Source: an optimization exercise on an open RTL-to-GDS flow (aim: small area and a short achievable clock period). Production flows keep margins and buffers that such runs may drop. At most, simulation tests tie the RTL to the original design; equivalence was not proved. Function not checked in run 1: the RTL went through the layout flow alone.

==> design.v <==
module r19c_d5s (
    input  wire [2:0] r,
    input  wire       b,
    output wire       q,
    output wire [2:0] rn
);
    assign q     = (b & r[1]) | (~r[0] & r[1]);
    assign rn[0] = (b & ~r[0] & ~r[1]) | (~b & r[0] & ~r[1]) | (r[1] & ~r[2]);
    assign rn[1] = (r[0] & ~r[1]) | (b & ~r[0] & r[1]) | (~b & r[2]);
    assign rn[2] = (~b & r[0]) | (b & ~r[0] & r[1]);
endmodule
module r19c_d125c #(
    parameter N = 8
) (
    input  wire [8:0]   s_in,       
    input  wire [N-1:0] x,          
    output wire [N-1:0] q,          
    output wire [8:0]   s_out
);
    wire [2:0] r1 [0:N];
    wire [2:0] r2 [0:N];
    wire [2:0] r3 [0:N];
    wire [N-1:0] q1, q2;
    assign r1[0] = s_in[2:0];
    assign r2[0] = s_in[5:3];
    assign r3[0] = s_in[8:6];
    genvar i;
    generate
        for (i = 0; i < N; i = i + 1) begin : g_c
            r19c_d5s s1 (.r(r1[i]), .b(x[N-1-i]),  .q(q1[N-1-i]), .rn(r1[i+1]));
            r19c_d5s s2 (.r(r2[i]), .b(q1[N-1-i]), .q(q2[N-1-i]), .rn(r2[i+1]));
            r19c_d5s s3 (.r(r3[i]), .b(q2[N-1-i]), .q(q[N-1-i]),  .rn(r3[i+1]));
        end
    endgenerate
    assign s_out = {r3[N], r2[N], r1[N]};
endmodule
module r19c_d5inc (
    input  wire [2:0] r,
    input  wire       ci,
    output wire [2:0] rn,
    output wire       co
);
    assign co    = ci & r[2] & ~r[0];
    assign rn[0] = ci ? ~r[1] : r[0];
    assign rn[1] = ci ? r[0] | (r[1] & ~r[2]) : r[1];
    assign rn[2] = ci ? (r[0] & ~r[1]) | (r[1] & ~r[2] & ~r[0]) : r[2];
endmodule
module r19c_timebase #(
    parameter J = 28
) (
    input  wire        clk,
    input  wire        rst,
    input  wire        tmr_en,      
    input  wire        ie_clr,      
    input  wire        ie_set,      
    input  wire        tset,        
    input  wire [63:0] tset_val,
    output wire [61:0] cnt,         
    output wire [63:0] now_us,
    output wire [63:0] now_ms
);
    localparam NH = 61 - J;         
    localparam QH = 55 - J;         
    reg  [7:0]    tcnt;
    reg  [61:8]   mono_h;
    reg           ovf_pend;
    reg           ie;
    reg  [QH-1:0] q_hi;             
    reg  [8:0]    s_hi;             
    wire        ie_next = ie_clr ? 1'b0 : (ie_set ? 1'b1 : ie);
    wire        wrap    = tmr_en && (&tcnt);
    wire [8:0]  tc;
    assign tc[0] = tmr_en;
    genvar i;
    generate
        for (i = 0; i < 8; i = i + 1) begin : g_tc
            assign tc[i+1] = tc[i] & tcnt[i];
        end
    endgenerate
    wire [7:0]  tcnt_inc = tcnt ^ tc[7:0];
    wire        add1 = ie_next & (ovf_pend ^ wrap);
    wire        add2 = ie_next & ovf_pend & wrap;
    wire        c9   = (mono_h[8] & add1) | add2;
    wire [62:9] p9;
    assign p9[9] = 1'b1;
    generate
        for (i = 9; i < 62; i = i + 1) begin : g_p9
            assign p9[i+1] = p9[i] & mono_h[i];
        end
    endgenerate
    wire [61:8] mono_inc = {mono_h[61:9] ^ ({53{c9}} & p9[61:9]), mono_h[8] ^ add1};
    wire        cx     = c9 & p9[J+1];
    wire        hi_all = &mono_h[61:J+1];
    wire [2:0]  r1i, r2i, r3i;
    wire        k1, k2, k3;
    r19c_d5inc u_i1 (.r(s_hi[2:0]), .ci(cx), .rn(r1i), .co(k1));
    r19c_d5inc u_i2 (.r(s_hi[5:3]), .ci(k1), .rn(r2i), .co(k2));
    r19c_d5inc u_i3 (.r(s_hi[8:6]), .ci(k2), .rn(r3i), .co(k3));
    wire [QH:0] qc;
    assign qc[0] = k3;
    generate
        for (i = 0; i < QH; i = i + 1) begin : g_qc
            assign qc[i+1] = qc[i] & q_hi[i];
        end
    endgenerate
    wire          hwrap = cx & hi_all;
    wire [QH-1:0] q_inc = hwrap ? {QH{1'b0}} : (q_hi ^ qc[QH-1:0]);
    wire [8:0]    s_inc = hwrap ? 9'd0 : {r3i, r2i, r1i};
    wire [NH-1:0] hq;
    wire [8:0]    hs;
    r19c_d125c #(.N(NH)) u_hi (.s_in(9'd0), .x(tset_val[61:J+1]), .q(hq), .s_out(hs));
    always @(posedge clk) begin
        if (rst) begin
            tcnt     <= 8'd0;
            mono_h   <= 54'd0;
            ovf_pend <= 1'b0;
            ie       <= 1'b1;
            q_hi     <= {QH{1'b0}};
            s_hi     <= 9'd0;
        end else begin
            ie       <= ie_next;
            if (tset) begin
                tcnt   <= tset_val[7:0];
                mono_h <= tset_val[61:8];
                q_hi   <= hq[QH-1:0];
                s_hi   <= hs;
            end else begin
                tcnt   <= tcnt_inc;
                mono_h <= mono_inc;
                q_hi   <= q_inc;
                s_hi   <= s_inc;
            end
            ovf_pend <= ~tset & ~ie_next & (ovf_pend | wrap);
        end
    end
    wire [J-1:0] lq;
    wire [8:0]   ls_unused;
    r19c_d125c #(.N(J)) u_lo (.s_in(s_hi), .x(cnt[J:1]), .q(lq), .s_out(ls_unused));
    assign cnt    = {mono_h, tcnt};
    assign now_us = {mono_h, tcnt, 2'b00};
    assign now_ms = {9'd0, q_hi, lq};
endmodule
module r19c_buttons (
    input  wire       clk,
    input  wire       rst,
    input  wire       sample,       
    input  wire [9:0] adc_raw,
    output wire       edge_mode,
    output wire       edge_inc,
    output wire       edge_dec
);
    reg l_mode, l_inc, l_dec;
    wire in_mode = (adc_raw >= 10'd340) && (adc_raw < 10'd450);
    wire in_inc  = (adc_raw >= 10'd210) && (adc_raw < 10'd280);
    wire in_dec  = (adc_raw >= 10'd130) && (adc_raw < 10'd200);
    assign edge_mode = in_mode && !l_mode;
    assign edge_inc  = in_inc  && !l_inc;
    assign edge_dec  = in_dec  && !l_dec;
    always @(posedge clk) begin
        if (rst) begin
            l_mode <= 1'b0;
            l_inc  <= 1'b0;
            l_dec  <= 1'b0;
        end else if (sample) begin
            l_mode <= in_mode;
            l_inc  <= in_inc;
            l_dec  <= in_dec;
        end
    end
endmodule
module r19c_eqinc #(
    parameter N = 8
) (
    input  wire [N-1:0] a,
    input  wire [N-1:0] b,
    input  wire         ci,
    output wire         eq
);
    wire [N-1:0] z = a ^ b;
    wire [N:0]   p;                 
    assign p[0] = 1'b1;
    genvar i;
    generate
        for (i = 0; i < N; i = i + 1) begin : g_p
            assign p[i+1] = p[i] & b[i];
        end
    endgenerate
    wire eq0 = ~(|z);
    wire eq1 = &(z ~^ p[N-1:0]);
    assign eq = ci ? eq1 : eq0;
endmodule
module r19c_clock (
    input  wire        clk,
    input  wire        rst,
    input  wire        secchk,      
    input  wire [63:0] now_ms,
    input  wire        do_mode,     
    input  wire        do_inc,      
    input  wire        do_dec,      
    output reg  [4:0]  hh,
    output reg  [5:0]  mm,
    output reg  [5:0]  ss,
    output reg  [1:0]  clkmode,
    output wire        sec_event
);
    localparam [1:0] NORMAL = 2'd0, SET_HOURS = 2'd1, SET_MINUTES = 2'd2;
    reg [2:0]  idle;
    reg [60:0] sm;
    wire [60:0] n = now_ms[63:3];
    wire [7:0] bo;
    wire [6:0] e_lo;
    assign bo[0] = 1'b0;
    genvar i;
    generate
        for (i = 0; i < 7; i = i + 1) begin : g_lo
            assign e_lo[i]  = n[i] ^ sm[i] ^ bo[i];
            assign bo[i+1]  = (~n[i] & sm[i]) | (~(n[i] ^ sm[i]) & bo[i]);
        end
    endgenerate
    wire hi_zero;
    r19c_eqinc #(.N(54)) u_eq (.a(n[60:7]), .b(sm[60:7]), .ci(bo[7]), .eq(hi_zero));
    wire lo_ge = (&e_lo[6:2]) & (e_lo[1] | e_lo[0]);
    assign sec_event = secchk & (~hi_zero | lo_ge);
    wire [61:0] sc;
    assign sc[0] = 1'b0;
    generate
        for (i = 0; i < 61; i = i + 1) begin : g_sm
            if (i < 7) begin : g_add
                if (i == 1) begin : g_0
                    assign sc[i+1] = sm[i] & sc[i];
                end else begin : g_1
                    assign sc[i+1] = sm[i] | sc[i];
                end
            end else begin : g_inc
                assign sc[i+1] = sm[i] & sc[i];
            end
        end
    endgenerate
    wire [60:0] sm_add = sm ^ sc[60:0] ^ 61'd125;
    always @(posedge clk) begin
        if (rst) begin
            hh      <= 5'd0;
            mm      <= 6'd0;
            ss      <= 6'd0;
            clkmode <= NORMAL;
            idle    <= 3'd0;
            sm      <= 61'd0;
        end else if (sec_event) begin
            sm <= sm_add;
            if (clkmode == NORMAL) begin
                if (ss == 6'd59) begin
                    ss <= 6'd0;
                    if (mm == 6'd59) begin
                        mm <= 6'd0;
                        hh <= (hh == 5'd23) ? 5'd0 : hh + 5'd1;
                    end else begin
                        mm <= mm + 6'd1;
                    end
                end else begin
                    ss <= ss + 6'd1;
                end
            end else if (idle == 3'd5) begin
                clkmode <= NORMAL;
                idle    <= 3'd0;
            end else begin
                idle <= idle + 3'd1;
            end
        end else if (do_mode) begin
            case (clkmode)
                NORMAL:    clkmode <= SET_HOURS;
                SET_HOURS: clkmode <= SET_MINUTES;
                default:   clkmode <= NORMAL;
            endcase
            idle <= 3'd0;
        end else if (do_inc) begin
            if (clkmode == SET_HOURS) begin
                hh   <= (hh == 5'd23) ? 5'd0 : hh + 5'd1;
                idle <= 3'd0;
            end else if (clkmode == SET_MINUTES) begin
                mm   <= (mm == 6'd59) ? 6'd0 : mm + 6'd1;
                idle <= 3'd0;
            end
        end else if (do_dec) begin
            if (clkmode == SET_HOURS) begin
                hh   <= (hh == 5'd0) ? 5'd23 : hh - 5'd1;
                idle <= 3'd0;
            end else if (clkmode == SET_MINUTES) begin
                mm   <= (mm == 6'd0) ? 6'd59 : mm - 6'd1;
                idle <= 3'd0;
            end
        end
    end
endmodule
module r19c_d3s (
    input  wire [1:0] r,
    input  wire       b,
    output wire       q,
    output wire [1:0] rn
);
    assign q     = r[1] | (r[0] & b);
    assign rn[1] = (r[0] & ~b) | (r[1] & b);
    assign rn[0] = (~r[1] & ~r[0] & b) | (r[1] & ~b);
endmodule
module r19c_d97s (
    input  wire [6:0] r,
    input  wire       b,
    output wire       q,
    output wire [6:0] rn
);
    wire [7:0] t = {r, b};
    wire nz1 = t[0];
    wire nz2 = t[0] | t[1];
    wire nz3 = t[0] | t[1] | t[2];
    wire nz4 = t[0] | t[1] | t[2] | t[3];
    wire nz5 = t[0] | t[1] | t[2] | t[3] | t[4];
    assign q = t[7] | (t[6] & t[5] & nz5);
    assign rn[0] = t[0] ^ q;
    assign rn[1] = t[1] ^ (q & ~nz1);
    assign rn[2] = t[2] ^ (q & ~nz2);
    assign rn[3] = t[3] ^ (q & ~nz3);
    assign rn[4] = t[4] ^ (q & ~nz4);
    assign rn[5] = t[5] ^ (q & nz5);
    assign rn[6] = t[6] ^ (q & t[5] & nz5);
endmodule
module r19c_ranging (
    input  wire        clk,
    input  wire        rst,
    input  wire        step,        
    input  wire        echo,
    input  wire [61:0] cnt,
    input  wire        arm,         
    output reg         trig,
    output reg         status,
    output wire [31:0] distance,
    output reg         dist_valid,
    output reg  [1:0]  rres,
    output wire        idle_state,  
    output wire        sample,      
    output wire        done         
);
    localparam [2:0] R_IDLE = 3'd0, R_TRIG = 3'd1, R_WAITH = 3'd2,
                     R_WAITL = 3'd3, R_RECOV = 3'd4;
    localparam [1:0] RES_NONE = 2'd0, RES_OK = 2'd1, RES_NO_ECHO = 2'd2,
                     RES_ECHO_STUCK = 2'd3;
    reg [2:0]  rstate;
    reg [61:0] t_mark;              
    reg [14:0] dist_q;              
    wire [18:0] bw;
    wire [17:0] since;
    assign bw[0] = 1'b0;
    genvar i;
    generate
        for (i = 0; i < 18; i = i + 1) begin : g_s
            assign since[i] = cnt[i] ^ t_mark[i] ^ bw[i];
            assign bw[i+1]  = (~cnt[i] & t_mark[i]) | (~(cnt[i] ^ t_mark[i]) & bw[i]);
        end
    endgenerate
    wire hi_zero;
    r19c_eqinc #(.N(44)) u_eq (.a(cnt[61:18]), .b(t_mark[61:18]), .ci(bw[18]), .eq(hi_zero));
    wire ge_trig = ~hi_zero | (|since[17:2]) | (&since[1:0]);       
    wire ge_echo = ~hi_zero | (since >= 18'd250000);                 
    wire ge_rec  = ~hi_zero | (since >= 18'd62500);                  
    wire [20:0] f5;
    wire [19:0] fc;
    assign fc[0] = 1'b0;
    assign f5[1:0] = since[1:0];
    generate
        for (i = 2; i < 20; i = i + 1) begin : g_f5
            wire a = (i < 18) ? since[i] : 1'b0;
            wire b = since[i-2];
            assign f5[i]   = a ^ b ^ fc[i-1];
            assign fc[i]   = (a & b) | ((a ^ b) & fc[i-1]);
        end
    endgenerate
    assign fc[1] = 1'b0;
    assign f5[20] = fc[19];
    wire [22:0] w20 = {f5[20:0], 2'b00};
    wire [1:0]  r3 [0:23];
    wire [6:0]  r97 [0:23];
    wire [22:0] q3, dq;
    assign r3[0]  = 2'd0;
    assign r97[0] = 7'd0;
    generate
        for (i = 0; i < 23; i = i + 1) begin : g_d
            r19c_d3s  s3  (.r(r3[i]),  .b(w20[22-i]), .q(q3[22-i]), .rn(r3[i+1]));
            r19c_d97s s97 (.r(r97[i]), .b(q3[22-i]),  .q(dq[22-i]), .rn(r97[i+1]));
        end
    endgenerate
    wire [14:0] cm = dq[14:0];
    assign distance   = {17'd0, dist_q};
    assign idle_state = (rstate == R_IDLE);
    assign sample = step && (rstate == R_WAITL) && !ge_echo && !echo;
    assign done   = step && (rstate == R_RECOV) && ge_rec;
    always @(posedge clk) begin
        if (rst) begin
            rstate     <= R_IDLE;
            t_mark     <= 62'd0;
            trig       <= 1'b0;
            status     <= 1'b0;
            dist_q     <= 15'd0;
            dist_valid <= 1'b0;
            rres       <= RES_NONE;
        end else begin
            if (arm)
                status <= 1'b1;
            if (step) begin
                case (rstate)
                    R_IDLE: begin
                        status <= 1'b0;
                        trig   <= 1'b1;
                        t_mark <= cnt;
                        rstate <= R_TRIG;
                    end
                    R_TRIG: begin
                        if (ge_trig) begin
                            trig   <= 1'b0;
                            t_mark <= cnt;
                            rstate <= R_WAITH;
                        end
                    end
                    R_WAITH: begin
                        if (ge_echo) begin
                            rres   <= RES_NO_ECHO;
                            t_mark <= cnt;
                            rstate <= R_RECOV;
                        end else if (echo) begin
                            t_mark <= cnt;
                            rstate <= R_WAITL;
                        end
                    end
                    R_WAITL: begin
                        if (ge_echo) begin
                            rres   <= RES_ECHO_STUCK;
                            t_mark <= cnt;
                            rstate <= R_RECOV;
                        end else if (!echo) begin
                            dist_q     <= cm;
                            dist_valid <= 1'b1;
                            rres       <= RES_OK;
                            t_mark     <= cnt;
                            rstate     <= R_RECOV;
                        end
                    end
                    R_RECOV: begin
                        if (ge_rec) begin
                            status <= 1'b1;
                            rstate <= R_IDLE;
                        end
                    end
                    default: rstate <= R_IDLE;
                endcase
            end
        end
    end
endmodule
module r19c_top (
    input  wire        clk,
    input  wire        rst,
    input  wire        tmr_en,
    input  wire        ie_clr,
    input  wire        ie_set,
    input  wire        tset,
    input  wire [63:0] tset_val,
    input  wire [9:0]  adc_raw,
    input  wire        rev,
    input  wire        echo,
    output wire        trig,
    output wire        status,
    output wire [4:0]  hours,
    output wire [5:0]  minutes,
    output wire [5:0]  seconds,
    output wire [1:0]  clkmode,
    output reg         mainmode,
    output wire [31:0] dist_cm,
    output wire        dist_valid,
    output wire [1:0]  rres,
    output wire [63:0] now_us,
    output wire [63:0] now_ms,
    output reg         hb_stb,
    output reg         sample_stb,
    output reg         view_stb
);
    localparam [1:0] P_ARB = 2'd0, P_SEC = 2'd1, P_BTN = 2'd2, P_RNG = 2'd3;
    reg [1:0] ph;
    wire [61:0] cnt;
    wire edge_mode, edge_inc, edge_dec;
    wire sec_event;
    wire rg_idle, rg_sample, rg_done;
    wire at_arb = (ph == P_ARB);
    wire at_sec = (ph == P_SEC);
    wire at_btn = (ph == P_BTN);
    wire at_rng = (ph == P_RNG);
    r19c_timebase u_tb (
        .clk(clk), .rst(rst), .tmr_en(tmr_en), .ie_clr(ie_clr), .ie_set(ie_set),
        .tset(tset), .tset_val(tset_val), .cnt(cnt), .now_us(now_us), .now_ms(now_ms)
    );
    r19c_buttons u_bt (
        .clk(clk), .rst(rst), .sample(at_btn), .adc_raw(adc_raw),
        .edge_mode(edge_mode), .edge_inc(edge_inc), .edge_dec(edge_dec)
    );
    r19c_clock u_ck (
        .clk(clk), .rst(rst), .secchk(at_sec), .now_ms(now_ms),
        .do_mode(at_btn && edge_mode), .do_inc(at_btn && edge_inc),
        .do_dec(at_btn && edge_dec),
        .hh(hours), .mm(minutes), .ss(seconds), .clkmode(clkmode),
        .sec_event(sec_event)
    );
    r19c_ranging u_rg (
        .clk(clk), .rst(rst), .step(at_rng), .echo(echo), .cnt(cnt),
        .arm(at_arb && rg_idle && rev),
        .trig(trig), .status(status), .distance(dist_cm), .dist_valid(dist_valid),
        .rres(rres), .idle_state(rg_idle), .sample(rg_sample), .done(rg_done)
    );
    always @(posedge clk) begin
        if (rst) begin
            ph         <= P_ARB;
            mainmode   <= 1'b0;
            hb_stb     <= 1'b0;
            sample_stb <= 1'b0;
            view_stb   <= 1'b0;
        end else begin
            hb_stb     <= sec_event;
            sample_stb <= rg_sample;
            view_stb   <= 1'b0;
            case (ph)
                P_ARB: begin
                    mainmode <= rev;
                    ph       <= P_SEC;
                end
                P_SEC: ph <= P_BTN;
                P_BTN: begin
                    if (mainmode) begin
                        ph <= P_RNG;
                    end else begin
                        ph       <= P_ARB;
                        view_stb <= 1'b1;
                    end
                end
                default: begin
                    if (rg_done) begin
                        ph       <= P_ARB;
                        view_stb <= 1'b1;
                    end
                end
            endcase
        end
    end
endmodule
==> flow/run.sh <==
#!/bin/bash
# Layout flow: the standard synthesis, then an area-oriented re-mapping of the
# combinational logic that is off the time-critical paths, then the standard layout.
#
# The cells kept as synthesis mapped them are the flip-flops and the fan-in cones of the
# divider's cut registers (u_tb.q_hi*, u_tb.s_hi*) and of the now_ms outputs; those cones
# hold the paths from the inputs and to the outputs that set the period. Everything else
# is re-mapped by ABC (remap.abc) for area. Each tool writes its own log here.
set -euo pipefail
W=$(pwd)
R=$W/orfs/results/${FLOW_PLATFORM}/r19c_top/base
LIB=${FLOW_HOME}/platforms/${FLOW_PLATFORM}/lib/sky130_fd_sc_hd__tt_025C_1v80.lib
YOSYS=${FLOW_HOME}/../tools/install/yosys/bin/yosys
[[ -x $YOSYS ]] || YOSYS=yosys

bash standard.sh synth > synth.log 2>&1
cp "$R/1_2_yosys.v" netlist_std.v

remap_ok=0
if python3 flow/crit.py netlist_std.v keep.v stubs.v "$LIB" 'u_tb.q_hi,u_tb.s_hi' 'now_ms' > crit.log 2>&1; then
  cat > remap.ys <<EOT
read_liberty -ignore_miss_func $LIB
read_verilog stubs.v
read_verilog keep.v
hierarchy -top ${FLOW_TOP}
flatten
rename -hide w:*.*
opt_clean -purge
abc -script $W/flow/remap.abc -liberty $LIB -dont_use *lpflow* -dont_use *probe* -dont_use *clkdly* -dont_use *dlygate* -dont_use *clkbuf* -dont_use *clkinv*
opt_clean -purge
splitnets
opt_clean -purge
hilomap -singleton -hicell sky130_fd_sc_hd__conb_1 HI -locell sky130_fd_sc_hd__conb_1 LO
insbuf -buf sky130_fd_sc_hd__buf_4 A X
opt_clean -purge
stat
write_verilog -noattr -nohex -nodec remapped_keep.v
EOT
  if "$YOSYS" -s remap.ys > remap.log 2>&1; then
    sed 's/KEEP_sky130/sky130/g' remapped_keep.v > remapped.v
    if python3 flow/ffcheck.py netlist_std.v remapped.v > ffcheck.log 2>&1; then
      remap_ok=1
    fi
  fi
fi
echo "remap_ok=$remap_ok" > remap_status.log
if [[ $remap_ok == 1 ]]; then
  cp remapped.v "$R/1_2_yosys.v"
  touch "$R/1_2_yosys.v"
fi

# Port buffers: a plain buffer in place of the delay buffer the tool picks by itself.
bash standard.sh "BUFFER_PORTS_ARGS=-buffer_cell sky130_fd_sc_hd__buf_1" finish > layout.log 2>&1
==> flow/crit.py <==
#!/usr/bin/env python3
"""Mark the cells of the netlist that must keep their mapping: flip-flops, and the
combinational fan-in cones of the given flip-flop name prefixes and output ports.
Writes the netlist with those cells renamed to KEEP_<type>, and blackbox stubs."""
import re, sys
src, dst, stubs, lib = sys.argv[1:5]
ff_prefixes = sys.argv[5].split(',') if len(sys.argv) > 5 and sys.argv[5] else []
out_prefixes = sys.argv[6].split(',') if len(sys.argv) > 6 and sys.argv[6] else []
t = open(src).read()
# pin directions from the liberty
libt = open(lib).read()
dirs = {}
for m in re.finditer(r'cell\s*\(\s*"?(\w+)"?\s*\)\s*\{', libt):
    name = m.group(1)
    end = libt.find('cell (', m.end())
    body = libt[m.end(): end if end > 0 else len(libt)]
    pins = {}
    for pm in re.finditer(r'pin\s*\(\s*"?(\w+)"?\s*\)\s*\{[^{}]*?direction\s*:\s*"?(\w+)"?', body, re.S):
        pins[pm.group(1)] = pm.group(2)
    dirs[name] = pins
inst_re = re.compile(r'^(\s*)(sky130_fd_sc_hd__\w+)\s+(\S+)\s*\((.*?)\);', re.M | re.S)
insts = []
for m in inst_re.finditer(t):
    typ, name, body = m.group(2), m.group(3), m.group(4)
    conns = dict((p, n.strip()) for p, n in re.findall(r'\.(\w+)\(([^()]*)\)', body))
    insts.append((m.start(), m.end(), typ, name, conns))
driver = {}
for i, (_, _, typ, name, conns) in enumerate(insts):
    for p, n in conns.items():
        if dirs.get(typ, {}).get(p) == 'output':
            driver[n] = i
keep = set()
def is_ff(typ):
    base = typ.split('__')[1]
    return base.startswith(('df', 'dl', 'sdf', 'ed', 'conb'))
stack = []
for i, (_, _, typ, name, conns) in enumerate(insts):
    if is_ff(typ):
        keep.add(i)
        nm = name.lstrip('\\')
        if any(nm.startswith(p) for p in ff_prefixes):
            for p, n in conns.items():
                if dirs[typ].get(p) == 'input' and p not in ('CLK',):
                    stack.append(n)
# output ports: nets named like the port
for op in out_prefixes:
    for n in list(driver):
        if n == op or n.startswith(op + '['):
            stack.append(n)
seen = set()
while stack:
    n = stack.pop()
    if n in seen: continue
    seen.add(n)
    i = driver.get(n)
    if i is None or i in keep: continue
    _, _, typ, name, conns = insts[i]
    keep.add(i)
    for p, m2 in conns.items():
        if dirs[typ].get(p) == 'input':
            stack.append(m2)
# rewrite
out = []; pos = 0; types = set()
for i, (s, e, typ, name, conns) in enumerate(insts):
    if i in keep:
        seg = t[s:e]
        seg = seg.replace(typ, 'KEEP_' + typ, 1)
        out.append(t[pos:s]); out.append(seg); pos = e
        types.add(typ)
out.append(t[pos:])
open(dst, 'w').write(''.join(out))
with open(stubs, 'w') as f:
    for typ in sorted(types):
        ports = ', '.join(f"{d} {p}" for p, d in dirs[typ].items() if d in ('input', 'output'))
        f.write(f"(* blackbox *) module KEEP_{typ}({ports}); endmodule\n")
print(f"kept {len(keep)} of {len(insts)} cells", file=sys.stderr)
==> flow/ffcheck.py <==
#!/usr/bin/env python3
"""Exit 0 if two netlists hold the same flip-flop instances (name and cell type)."""
import re, sys
def ffs(path):
    t = open(path).read()
    return sorted((m.group(1), m.group(2)) for m in
                  re.finditer(r'^\s*(sky130_fd_sc_hd__d\w+)\s+(\S+)\s*\(', t, re.M))
a, b = ffs(sys.argv[1]), ffs(sys.argv[2])
print(f"{len(a)} flip-flops in {sys.argv[1]}, {len(b)} in {sys.argv[2]}")
sys.exit(0 if a == b and a else 1)
==> flow/remap.abc <==
strash
&get -n
&fraig -x
&put
scorr
dc2
strash
&get -n
&dch -f
&nf -R 1000
&put
==> standard.sh <==
#!/bin/bash
# synth_recipe.tcl (not shown) runs the flow's synth.tcl, then flattens the netlist and writes it again
# the make line also repeats each setting of config.mk as NAME=value (left out here)
make -C /OpenROAD-flow-scripts/flow DESIGN_CONFIG=/design/flow/config.mk WORK_HOME=/design/flow/orfs CLKGATE_MAP_FILE= SYNTH_SCRIPT=/design/flow/synth_recipe.tcl "${@:-finish}"
==> config.mk <==
export PLATFORM = sky130hd
export DESIGN_NAME = r19c_top
export DESIGN_NICKNAME = r19c_top
export VERILOG_FILES = /design/flow/design.v
export SDC_FILE = /design/flow/constraint.sdc
export NUM_CORES = 4
export LEC_CHECK = 0
export ABC_AREA = 1
export CAP_MARGIN = 20
export CORE_MARGIN = 2
export CORE_UTILIZATION = 70
export PLACE_DENSITY = 0.8
export SLEW_MARGIN = 20
==> constraint.sdc <==
create_clock -name core_clock -period 130.0 [get_ports {clk}]
set_input_delay 26.0000 -clock core_clock [delete_from_list [all_inputs] [get_ports {clk}]]
set_output_delay 26.0000 -clock core_clock [all_outputs]
set_load 0.01 [all_outputs]
==> metrics.cfg, run 1 <==
[status]
outcome = finished clean

[route]
via_count = 32300
antenna_left = 0
dr.pass1.iters = 6
drt_iter0_drc = 2313
avgRoutedWirePerCell_um = 13.8
via_per_inst = 5.66
finalWirelength_um = 79200
drc = 0

[global_routing]
use_met2_pct = 62.2
met3_usage_pct = 7.44
met1_usage_pct = 41.8
grt_overflow = 0
grt_pass1_wl_um = 131000
grt.busiest_layer = met2
antenna_found_initial = 3
grt_pass1_vias = 29200
grt_max_degree = 101
gr-usage-all-layers_pct = 35.0

[floorplanning]
die-area_mm2 = 0.0441
die_w_um = 210
die_h_um = 210
row_count = 75
start_util_pct = 70.9
io_pins = 270
core_mm2 = 0.0419

[worst_setup_path]
cp_num_buf_inv = 10
path_class = reg2out
cp_common_cell = nand2_1
arrival_ns = 10.36
cpMaxStageDelayCell = dfxtp_1
start_kind = flop
crit_path_max_fanout = 7
end_kind = output pin
critical_path_depth = 93
r2r_cells = 127
worstPathRequired_ns = 104.00
cp_slowest_stage_delay_ns = 0.49
cpLargestDelayFamily = simple AND/OR/NAND/NOR gates

[logic_synthesis]
synth_warnings = 7
syn_area_mm2 = 0.0297
postSynthCellCount = 4926
syn_avg_cell_area_um2 = 6.03

[sta]
drv_slew = 0
hold_viol = 0
min_period_over_period_pct = 28.0
slew_headroom_pct = 29.5
rsz0062_at_grt = false
worstMarginPinSlew_ns = 1.05
setup-tns-final_ns = 0
clock_skew_ns = 0.0283
fin_ws_ns = 93.64
fmax_mhz = 27.5
layout_min_cycle_time_ns = 36.36
setup_viol = 0

[cells_and_area]
drive_gt1_share_pct = 8.81
final_cell_mix = 1226 x nand2_1, 561 x inv_1, 511 x nand3_1
nets = 5273
area_delta_synth_final_pct = 8.06
layout.cells.non_filler = 5719
mostFrequentLayoutCell = nand2_1

[clocking]
tritoncts = built
hold_buffers = 0
cts_buffers = 35
post_cts_buffers = 0
cts.repair.resized = 0
clock-sinks = 277
clkLatencyLatePin_ns = 0.56
clk_pin_slew_ns = 0.05
cts-root-buf = clkbuf_16
htreeDepth = 2
clockBufferDepth = 3

[placed_design]
dpl_worst_slack_ns = 94.05
portBuffers = 238
gp_congestion = 1.01
place_inst = 5658
dp_hpwl_um = 61000

[hold_path]
hold_depth = 2
hold_path.class = reg2reg

[job]
cap_violations = 0

## metrics by stage
step	instance area, µm²	hold WS, ns	utilization [%]
after global placement	30900	0.442	73.8
after floorplan	29800	0.434	-
final	32100	0.457	76.6
after global routing	32100	0.479	76.6
after detailed placement	30900	0.449	73.8
after CTS	32100	0.456	76.6
## worst paths after layout
path,start,endpoint,slack [ns]
setup / recovery,u_tb.mono_h[28]$_SDFF_PP0_,now_ms[0],93.64
hold / removal,u_bt.l_inc$_SDFFE_PP0N_,u_bt.l_inc$_SDFFE_PP0N_,0.46
setup reg to reg,u_tb.tcnt[0]$_SDFF_PP0_,u_rg.dist_q[0]$_SDFFE_PP0P_,102.09
hold reg to reg,u_bt.l_inc$_SDFFE_PP0N_,u_bt.l_inc$_SDFFE_PP0N_,0.46
## worst reg2reg max path: cells and delay by family (launching register included)
family | cells | cell delay (ns)
flops | 1 | 0.42
buf+inv | 4 | 0.41
fa+ha+maj | 14 | 5.62
mux | 1 | 0.36
compound gates | 20 | 4.58
xor+xnor | 14 | 3.63
simple gates | 74 | 12.76
## cell type report
| type | instances | area [µm²] |
|---|---|---|
| fill | 3588 | 9780 |
| inverter | 624 | 2350 |
| antenna | 2 | 5.00 |
| timing repair buffer | 249 | 991 |
| clock inverter | 15 | 194 |
| sequential | 277 | 5550 |
| tap | 539 | 674 |
| clock buffer | 43 | 986 |
| multi-input combinational | 3970 | 21300 |
## sequential cells by signal, indices dropped and copies added, names as in the netlist, 3 cells and up
register and cells:
u_rg.dist_q 15, u_tb.q_hi 27, u_ck.mm 6, u_tb.s_hi 9, u_ck.hh 5, u_rg.t_mark 62
u_rg.rstate 3, u_tb.mono_h 54, u_ck.sm 61, u_ck.idle 3, u_ck.ss 6, u_tb.tcnt 8
## layer usage
layer,share of wire [%],routed length (µm)
met1,42,32900
met2,47,37500
met3,8.0,6330
met4,3.1,2480
met5,0.019,15
==> run 2, diff against run 1 <==
--- a/design.v
+++ b/design.v
@@ -48,3 +48,3 @@
 module r19c_timebase #(
-    parameter J = 28
+    parameter J = 26
 ) (
==> metrics.cfg, run 2 <==
[logic_synthesis]
synth_warnings = 7  ; unchanged
syn_avg_cell_area_um2 = 5.80  ; -3.7%
postSynthCellCount = 4935  ; +0.18%
syn_area_mm2 = 0.0286  ; -3.5%

[cells_and_area]
post-route-util_pct = 76.4  ; -0.26 points
reg_top3 = u_rg.t_mark: 62 flops, u_ck.sm: 61 flops, u_tb.mono_h: 54 flops
mostFrequentLayoutCell = nand2_1
regMostFlops = u_rg.t_mark
area_delta_synth_final_pct = 8.40
largest_register_ff_count = 62  ; unchanged
drive_gt1_share_pct = 3.89  ; -4.9 points
layout.cells.non_filler = 5733  ; +0.24%
nets = 5289  ; +0.30%
final_cell_mix = 1250 x nand2_1, 660 x inv_1, 580 x nor2_1

[route]
dr.pass1.iters = 7  ; +1
drc = 0  ; unchanged
finalWirelength_um = 76200  ; -3.8%
avgRoutedWirePerCell_um = 13.3  ; -4.0%
antenna_left = 0  ; unchanged
via_per_inst = 5.51  ; -2.6%
via_count = 31600  ; -2.3%
drt_iter0_drc = 2085  ; -9.9%

[clocking]
cts.repair.resized = 0  ; unchanged
htreeDepth = 2  ; unchanged
tritoncts = built
clkLatencyLatePin_ns = 0.57  ; about the same
clk_pin_slew_ns = 0.06  ; about the same
cts-root-buf = clkbuf_16
cts_buffers = 34  ; -2.9%
post_cts_buffers = 0  ; unchanged
clock-sinks = 279  ; +0.72%
hold_buffers = 0  ; unchanged
clockBufferDepth = 3  ; unchanged

[placed_design]
gp_congestion = 0.986  ; -2.2%
place_inst = 5667  ; +0.16%
portBuffers = 239  ; +0.42%
dp_hpwl_um = 58700  ; -3.8%

[sta]
holdWs_ns = 0.464  ; +0.00772 ns
slew_headroom_pct = 22.5  ; -6.9 points
min_period_over_period_pct = 28.3  ; +0.33 points
clock_skew_ns = 0.0283  ; +0.0000253 ns
setup-tns-final_ns = 0  ; unchanged
hold_viol = 0  ; unchanged
layout_min_cycle_time_ns = 36.78  ; +0.425 ns
setup_viol = 0  ; unchanged
rsz0062_at_grt = false
drv_slew = 0  ; unchanged
worstMarginPinSlew_ns = 1.16  ; +0.112 ns
fmax_mhz = 27.2  ; -1.2%

[hold_path]
min_from = u_bt.l_mode$_SDFFE_PP0N_
hold-path-endpoint = u_bt.l_mode$_SDFFE_PP0N_
hold_path.class = reg2reg
hold_depth = 2  ; unchanged

[floorplanning]
die-area_mm2 = 0.0425  ; -3.5%
die_w_um = 206  ; -1.7%
start_util_pct = 70.4  ; -0.47 points
row_count = 74  ; -1.3%
core_mm2 = 0.0406  ; -2.9%
io_pins = 270  ; unchanged
die_h_um = 206  ; -1.7%

[worst_setup_path]
cp_slowest_stage_delay_ns = 0.41  ; -0.08 ns
arrival_ns = 10.78  ; +0.42 ns
path_class = reg2out
cp_common_cell = inv_1
end_kind = output pin
cp_num_buf_inv = 30  ; +20
r2r_slack_ns = 103.77  ; +1.68 ns
timing.rr.start = u_tb.tcnt[0]$_SDFF_PP0_
cpMaxStageDelayCell = dfxtp_1
worstPathRequired_ns = 104.00  ; about the same
cpLargestDelayFamily = simple AND/OR/NAND/NOR gates
r2r_end = u_rg.dist_q[0]$_SDFFE_PP0P_
r2r_cells = 131  ; +3.1%
start_kind = flop
crit_path_max_fanout = 5  ; -2

[global_routing]
grt_max_degree = 105  ; +4.0%
grt_pass1_vias = 28100  ; -4.0%
antenna_found_initial = 4  ; +1
grt_pass1_wl_um = 125000  ; -4.9%
gr-usage-all-layers_pct = 34.8  ; -0.15 points
grt_overflow = 0  ; unchanged

[status]
outcome = finished clean

[job]
cap_violations = 0  ; unchanged

## run 2: area by class of cell
cell class | instances | area (µm²)
diodes | 4 | 10.0
well taps | 532 | 666
repair buffers | 251 | 995
multi-input cells | 3910 | 20000
clock buffers | 43 | 925
flip-flops and latches | 279 | 5590
fillers | 3576 | 9610
clock inverters | 19 | 210
inverters | 695 | 2610
## run 2: worst max path at each step
stage,end,startpoint,cells after the start,slack [ns]
final,now_ms[0],u_tb.mono_h[26]$_SDFF_PP0_,98,93.22
after global routing,now_ms[0],u_tb.mono_h[26]$_SDFF_PP0_,103,91.51
after CTS,now_ms[0],u_tb.mono_h[26]$_SDFF_PP0_,98,93.24
after detailed placement,u_tb.s_hi[8]$_SDFFE_PP0P_,tset_val[61],95,93.03
after global placement,u_tb.s_hi[7]$_SDFFE_PP0P_,tset_val[61],92,93.30
after floorplan,u_tb.s_hi[7]$_SDFFE_PP0P_,tset_val[60],96,94.80
## run 2: per-layer routing
| layer | part of all wire (%) | up-vias | global-route usage [%] |
|---|---|---|---|
| met5 | 0.033 | - | 0 |
| li1 | - | 16600 | - |
| met1 | 43 | 14100 | 41.7 |
| met4 | 3.3 | 4 | 12.5 |
| met3 | 7.1 | 162 | 6.20 |
| met2 | 47 | 823 | 62.2 |
## run 2: tightest hold or removal path, stage by stage (launching register included)
cell	delay [ns]
dfxtp_1	0.31
nand2_1	0.05
a21oi_1	0.05
## run 2: stage by stage
| step | area (µm²) | worst slack (ns) |
|---|---|---|
| finish | 31000 | 93.22 |
| global route | 31000 | 91.51 |
| CTS | 31000 | 93.24 |
| detailed placement | 29900 | 93.03 |
| global placement | 29900 | 93.30 |
| floorplan | 28700 | 94.80 |
==> run 3, diff against run 2 <==
--- a/config.mk
+++ b/config.mk
@@ -11,2 +11,4 @@
 export CORE_UTILIZATION = 70
+export CTS_CLUSTER_DIAMETER = 60
+export CTS_CLUSTER_SIZE = 24
 export PLACE_DENSITY = 0.8
==> metrics.cfg, run 3 <==
[cells_and_area]
nets = 5284  ; -0.095%
reg_top3 = u_rg.t_mark: 62 flops, u_ck.sm: 61 flops, u_tb.mono_h: 54 flops
drive_gt1_share_pct = 3.84  ; -0.052 points
regMostFlops = u_rg.t_mark
area_delta_synth_final_pct = 8.31  ; about the same
mostFrequentLayoutCell = nand2_1
final_cell_mix = 1250 x nand2_1, 660 x inv_1, 580 x nor2_1
post-route-util_pct = 76.3  ; about the same
largest_register_ff_count = 62  ; unchanged

[floorplanning]
io_pins = 270  ; unchanged
core_mm2 = 0.0406  ; unchanged
row_count = 74  ; unchanged
start_util_pct = 70.4  ; unchanged
die_h_um = 206  ; unchanged
die-area_mm2 = 0.0425  ; unchanged
die_w_um = 206  ; unchanged

[worst_setup_path]
crit_path_max_fanout = 5  ; unchanged
path_class = reg2out
end_kind = output pin
arrival_ns = 10.83  ; +0.05 ns
cp_common_cell = nand2_1
start_kind = flop
worstPathRequired_ns = 104.00  ; about the same
cpMaxStageDelayCell = nor3_1
cp_slowest_stage_delay_ns = 0.37  ; -0.04 ns

[route]
dr.pass1.iters = 6  ; -1
drt_iter0_drc = 2128  ; +2.1%
finalWirelength_um = 75800  ; -0.49%
via_count = 31500  ; -0.19%
antenna_left = 0  ; unchanged
avgRoutedWirePerCell_um = 13.2  ; -0.35%
drc = 0  ; unchanged
via_per_inst = 5.51  ; about the same

[clocking]
clk_pin_slew_ns = 0.08  ; +0.02 ns
clkLatencyLatePin_ns = 0.62  ; +0.05 ns
cts-root-buf = clkbuf_16
post_cts_buffers = 0  ; unchanged
cts_buffers = 29  ; -15%
clock-sinks = 279  ; unchanged
htreeDepth = 1  ; -1
tritoncts = built
clockBufferDepth = 3  ; unchanged
hold_buffers = 0  ; unchanged
cts.repair.resized = 0  ; unchanged

[sta]
hold_viol = 0  ; unchanged
fmax_mhz = 27.2  ; -0.11%
setup_viol = 0  ; unchanged
worstMarginPinSlew_ns = 1.11  ; -0.0479 ns
clock_skew_ns = 0.0431  ; +0.0148 ns
drv_slew = 0  ; unchanged
setup-tns-final_ns = 0  ; unchanged
layout_min_cycle_time_ns = 36.83  ; +0.0413 ns
slew_headroom_pct = 25.7  ; +3.2 points
rsz0062_at_grt = false
min_period_over_period_pct = 28.3  ; +0.032 points

[logic_synthesis]
postSynthCellCount = 4935  ; unchanged
syn_avg_cell_area_um2 = 5.80  ; unchanged
synth_warnings = 7  ; unchanged
syn_area_mm2 = 0.0286  ; unchanged

[placed_design]
gp_congestion = 0.986  ; unchanged
dp_hpwl_um = 58700  ; unchanged
portBuffers = 239  ; unchanged

[hold_path]
hold_path.class = reg2reg

[global_routing]
grt_pass1_wl_um = 124000  ; -0.52%
antenna_found_initial = 5  ; +1
grt_overflow = 0  ; unchanged
grt_pass1_vias = 27900  ; -0.66%
grt_max_degree = 105  ; unchanged
gr-usage-all-layers_pct = 34.5  ; -0.34 points

[status]
outcome = finished clean

[job]
cap_violations = 0  ; unchanged

[run 3: area by class of cell]
type	instances	area, µm²
multi-input combinational	3910	20000
fill	3588	9630
sequential	279	5590
inverter	695	2610
timing repair buffer	251	995
clock buffer	30	739
tap	532	666
clock inverter	24	368
antenna	4	10.0
[run 3: path summary, 6_finish.rpt]
kind	startpoint	end	slack, ns	depth (start not counted)
worst min register to register	u_bt.l_mode$_SDFFE_PP0N_	u_bt.l_mode$_SDFFE_PP0N_	0.47	2
worst max-delay path	u_tb.mono_h[26]$_SDFF_PP0_	now_ms[0]	93.17	97
worst min-delay path	u_bt.l_mode$_SDFFE_PP0N_	u_bt.l_mode$_SDFFE_PP0N_	0.47	2
worst max register to register	u_tb.tcnt[0]$_SDFF_PP0_	u_rg.dist_q[0]$_SDFFE_PP0P_	103.72	131
[run 3: per-stage QoR]
step | setup WS (ns) | hold slack [ns] | std cells | cell area [µm²]
floorplan | 94.80 | 0.437 | 4962 | 28700
global placement | 93.30 | 0.442 | 5667 | 29900
detailed placement | 93.03 | 0.454 | 5667 | 29900
CTS | 93.15 | 0.466 | 5721 | 31000
global route | 91.44 | 0.482 | 5721 | 31000
finish | 93.17 | 0.466 | 5725 | 31000
[run 3: worst max-delay path, delay by kind of cell, from the launching register on]
family                 cells  cell delay, ns
DFF                        1            0.36
AOI/OAI and AO/OA          7            1.30
buffers and inverters     26            2.05
and+or+nand+nor           64            6.51
[run 3: per-layer routing]
metal | share of wire, % | vias to the layer above | track usage, %
li1 | - | 16600 | -
met4 | 3.4 | 4 | 12.9
met3 | 7.1 | 147 | 4.60
met2 | 47 | 825 | 61.7
met5 | 0.033 | - | 0
met1 | 43 | 14000 | 42.0

[what the ideal ports hide]
No port has a modelled driver above. Below, the same layouts with a new extraction and two added sets of constraints.
Step 1, drivers: a clkbuf_16 drives clk and a buf_2 each remaining input, both assumed.
Step 2 times the ports against the registers' clock, not the clock port: input delays grow and output delays shrink by t, the midpoint of the rising clock arrivals with the driver on.
a / b / c = no drivers / after step 1 / after step 2; a / b = the first two.
run | t, ns | slack for setup (ns) | worst data-port slew with drivers (ns)
run 1 | 0.608 | 93.640 / 93.579 / 93.889 | 0.09
run 2 | 0.609 | 93.215 / 93.160 / 92.954 | 0.09
run 3 | 0.663 | 93.174 / 93.112 / 92.950 | 0.09
After both steps setup and hold are still met in every run listed. For run 2, which loses most, drivers alone change the setup slack by -0.055 ns; drivers and shift together by -0.261 ns.
